Context: an optimization exercise on an open-source flow, tuned for small area. The choices shown serve that exercise and are no tape-out recipe.
The RTL was checked by simulation tests, not by an equivalence proof against the original design.
No activity file was given, so power comes from the tool's default toggle rates.

## pacal_core
module pacal_core (
    input  wire        clk,
    input  wire        rst,           
    input  wire        load_en,
    input  wire [1:0]  load_sel,      
    input  wire [3:0]  load_addr,
    input  wire [15:0] load_data,
    input  wire        run,
    input  wire        stop,
    input  wire [3:0]  irq_req,       
    input  wire [3:0]  irq_mask,
    input  wire        irq_enable,
    input  wire        key_avail,
    input  wire [3:0]  key_data,
    output wire        key_pop,
    output wire        char_valid,
    output wire [3:0]  char_data,
    output wire        running,
    output wire [2:0]  fault,
    input  wire [4:0]  dbg_addr,
    output reg  [3:0]  dbg_data
);
clock: 10.0 ns
lec_check: 0
cap_margin: 20
core_margin: 2
core_utilization: 55
cts_buf_list: sky130_fd_sc_hd__clkbuf_8
cts_cluster_diameter: 100
cts_cluster_size: 16
slew_margin: 20
standard.sh (not shown) runs the stock make flow with config.mk's settings and CLKGATE_MAP_FILE= SYNTH_SCRIPT=/design/flow/synth_recipe.tcl, a recipe that flattens the netlist after the stock synthesis.
==> flow/flow/run.sh <==
#!/bin/bash
set -euo pipefail
W=$(pwd)
mkdir -p my

# ORFS's synthesis, with ABC's script replaced right after the preamble
# that builds abc_args ({-script FILE ...}).
awk -v s="$W/flow/abc.script" '
  { print }
  /^source \$::env\(SCRIPTS_DIR\)\/synth_preamble.tcl/ {
    print "set abc_args [lreplace $abc_args 1 1 " s "]"
  }' "$FLOW_HOME/scripts/synth.tcl" > my/synth.tcl
grep -q "lreplace \$abc_args" my/synth.tcl
sed -e "s#\$::env(SCRIPTS_DIR)/synth.tcl#$W/my/synth.tcl#" synth_recipe.tcl > my/synth_recipe.tcl
grep -q "$W/my/synth.tcl" my/synth_recipe.tcl

# The standard flow's make command, with the synthesis script and the extra settings
sed -e "s#SYNTH_SCRIPT=[^ ]*#SYNTH_SCRIPT=$W/my/synth_recipe.tcl#" standard.sh > my/standard.sh
grep -q "my/synth_recipe.tcl" my/standard.sh
export BUFFER_PORTS_ARGS="-buffer_cell sky130_fd_sc_hd__buf_1"
export CTS_ARGS="-sink_clustering_enable -repair_clock_nets -sink_clustering_size 16 -sink_clustering_max_diameter 100 -buf_list sky130_fd_sc_hd__clkbuf_8 -dont_use_dummy_load"

bash my/standard.sh finish > flow_make.log 2>&1
test -s out/final.def
==> flow/flow/abc.script <==
strash
&get -n
&fraig -x
&put
scorr
dc2
strash
&get -n
&deepsyn -T 40
&dch -f
&nf -R 1000
&put
Then changed:
--- a/flow/design.v
+++ b/flow/design.v
@@ -202,39 +202,35 @@
     wire       is_load  = is_d && op == 4'h9;
     wire       is_store = is_d && op == 4'hA;
     wire       wr_reg   = is_d && (op <= 4'h6 || op == 4'h8 || op == 4'h9);
     wire       wr_flags = is_d && op <= 4'h7;
     assign key_pop    = x_go && is_load && (b == 4'd14) && key_avail;
     assign char_valid = x_go && is_store && (b == 4'd15);
     assign char_data  = a;
     wire [3:0] wval = (op == 4'h9) ? bus_rdata : res;
     wire [3:0] pc1 = pc + 4'd1;
     wire [9:0] lword = encode(load_data);
     wire       iwe   = !run_q && load_en && (load_sel == 2'd0) && !rst;
     wire [3:0] wslot = load_addr + ~cnt;
-    wire       ram_we = x_go && is_store;
-    integer k;
-    always @(posedge clk)
-        for (k = 0; k < 10; k = k + 1)
-            if (rst || (ram_we && b == k + 2)) ram[k] <= rst ? 4'h0 : a;
     integer i;
     always @(posedge clk) begin
         cnt <= cnt + 4'd1;
         for (i = 0; i < 16; i = i + 1)
-            iring[i] <= (iwe && wslot == i) ? lword : iring[(i + 1) % 16];
+            iring[i] <= (iwe && wslot == i) ? (lword ^ {10{i[0]}}) : ~iring[(i + 1) % 16];
         for (i = 0; i < 15; i = i + 1) sring[i] <= sring[i + 1];
         sring[15] <= sready ? top : sring[0];
         if (sready) synced <= 1'b1;
         if (rst) begin
             for (i = 0; i < 4; i = i + 1) regs[i] <= 4'h0;
+            for (i = 0; i < 10; i = i + 1) ram[i] <= 4'h0;
             prog_len    <= 5'd0;
             flag_c      <= 1'b0;
             flag_z      <= 1'b0;
             depth       <= 5'd0;
             synced      <= 1'b1;
             ret_pend    <= 1'b0;
             irq_status  <= 4'h0;
             in_handler  <= 1'b0;
             saved_pc    <= 4'h0;
             saved_flags <= 2'b00;
             run_q       <= 1'b0;
             fault_q     <= F_NONE;
@@ -296,24 +292,27 @@
                 end else if (x_fault) begin
                     ending   <= 1'b1;
                     fault_q  <= fcode;
                 end else if (is_ret) begin
                     ret_pend <= 1'b1;
                 end else if (x_go) begin
                     pc <= pc1;
                     if (wr_reg) regs[ra] <= wval;
                     if (wr_flags) begin
                         flag_c <= res_c;
                         flag_z <= res_z;
                     end
+                    if (is_store)
+                        for (i = 0; i < 10; i = i + 1)
+                            if (b == i + 2) ram[i] <= a;
                     if (is_irq) irq_status <= irq_status | irq_req | (4'b0001 << e[1:0]);
                     if (is_j && cond) pc <= b;
                     if (is_call) begin
                         pc     <= b;
                         top    <= pc1;
                         depth  <= depth + 5'd1;
                         synced <= 1'b0;
                     end
                     if (is_iret) begin
                         pc         <= saved_pc;
                         flag_c     <= saved_flags[1];
                         flag_z     <= saved_flags[0];
Sequential share of layout area decreases by 3.1 points. Design area climbs by 0.40%. Hold slack stays flat. Synthesized cell count rose by 4.5%. Routed wire length grows by 5.8%. Power increases by 6.5%.

========
pacal_core, a different RTL version from the one above (not shown whole).
Size in the first run: roughly 340 flip-flops, about 60 I/O pins, ~13000 µm² of cells after synthesis.
export LEC_CHECK = 0
export CAP_MARGIN = 20
export CORE_MARGIN = 2
export CORE_UTILIZATION = 55
export CTS_BUF_LIST = sky130_fd_sc_hd__clkbuf_8
export CTS_CLUSTER_DIAMETER = 100
export CTS_CLUSTER_SIZE = 16
export SLEW_MARGIN = 20
create_clock -name core_clock -period 10.0 [get_ports {clk}]
Scripts as last shown in full above: flow/flow/run.sh, flow/flow/abc.script
Then changed:
--- a/flow/design.v
+++ b/flow/design.v
@@ -60,12 +60,23 @@
                 default:  
                     if (f == 3'b000 && opnd_ok)
                         encode = m ? {op, ra, imm} : {2'b11, op[3:2], ra, op[1:0], rb};
             endcase
         end
     endfunction
+    function ge_len;
+        input [3:0] x;
+        input [4:0] y;
+        begin
+            ge_len = !y[4] &&
+                     ((x[3] && !y[3]) || ((x[3] || !y[3]) &&
+                     ((x[2] && !y[2]) || ((x[2] || !y[2]) &&
+                     ((x[1] && !y[1]) || ((x[1] || !y[1]) &&
+                      (x[0] || !y[0])))))));
+        end
+    endfunction
     reg [9:0]  iring [0:15];          
     reg [3:0]  cnt;                   
     reg [4:0]  prog_len;
     reg [3:0]  rom0, rom1;
     reg [3:0]  ram  [0:9];
     reg [3:0]  regs [0:3];
@@ -104,13 +115,13 @@
     wire       is_irq  = misc && (e[3:2] == 2'b01);
     wire       is_rets = misc && (e[3:2] == 2'b10);
     wire       is_hlt  = misc && (e[3:2] == 2'b11);
     wire       is_ill  = !is_d && !is_j && !is_call && !misc;
     wire       is_ret  = is_rets && !e[0];
     wire       is_iret = is_rets && e[0];
-    wire       is_end = ({1'b0, pc} >= prog_len);
+    wire       is_end = ge_len(pc, prog_len);
     wire [1:0] rport  = run_q ? rb : dbg_addr[1:0];
     wire [3:0] rbv    = regs[rport];
     wire [3:0] a      = regs[ra];
     wire [3:0] b      = regf ? rbv : imm;
     wire       is_sub = (op == 4'h2) || (op == 4'h7);
     wire       is_mul = (op == 4'h3);
@@ -181,13 +192,13 @@
     wire       irq_take = irq_enable && !in_handler && (armed != 4'h0);
     wire [1:0] irq_line = armed[0] ? 2'd0 : armed[1] ? 2'd1 : armed[2] ? 2'd2 : 2'd3;
     wire       here     = (cnt == pc);                  
     wire       sready   = (cnt == depth[3:0]);          
     wire       empty    = (depth == 5'd0);
     wire       full     = depth[4];
-    wire       ret_bad  = ({1'b0, top} >= prog_len);
+    wire       ret_bad  = ge_len(top, prog_len);
     reg  [2:0] fcode;
     always @(*) begin
         fcode = F_NONE;
         if (is_ill) fcode = F_UNKNOWN;
         else if (is_call && full) fcode = F_OVER;
         else if (is_ret && empty) fcode = F_UNDER;
After rerunning: The new run produced a clean layout. Utilization went down by 0.34 points. Synthesized cell count went down slightly. Count of clock-buffer cells in the layout went down by 1. Combinational power went down by roughly a tenth. Area after synthesis went down slightly. Non-clock buffer count does not change. Die area went down slightly.

[re-timing with driven ports]
In the flow no input, the clock included, has a driving cell. The finished layouts below were timed again as built, in two steps.
Step 1 (the two cells are an assumption about what drives the block):
set clk [get_ports {clk}]
set_driving_cell -lib_cell sky130_fd_sc_hd__clkbuf_16 $clk
set_driving_cell -lib_cell sky130_fd_sc_hd__buf_2 [delete_from_list [all_inputs] $clk]
Step 2 moves the port delays by t, midway between the first and last clock arrival at a register: inputs arrive t later, outputs are due t later. That takes back most of the time a late clock gives input paths.
a / b / c = no drivers / after step 1 / after step 2; a / b = the first two.
run	shift t [ns]	setup WS [ns]	hold WS [ns]	worst register clock-pin slew, ns
the first run of note 1	0.607	2.285 / 2.241 / 2.241	0.321 / 0.321 / 0.321	0.12 / 0.12
the second run of note 1	0.607	2.147 / 2.111 / 2.111	0.324 / 0.324 / 0.324	0.11 / 0.11
the first run of note 2	0.588	2.060 / 2.025 / 2.025	0.323 / 0.323 / 0.323	0.10 / 0.10
the second run of note 2	0.610	2.220 / 2.183 / 2.183	0.328 / 0.328 / 0.328	0.11 / 0.11
After both steps every run listed still meets setup and hold. The setup slack of the first run of note 1, which loses most, moves by -0.044 ns with the drivers and by -0.044 ns with both steps.
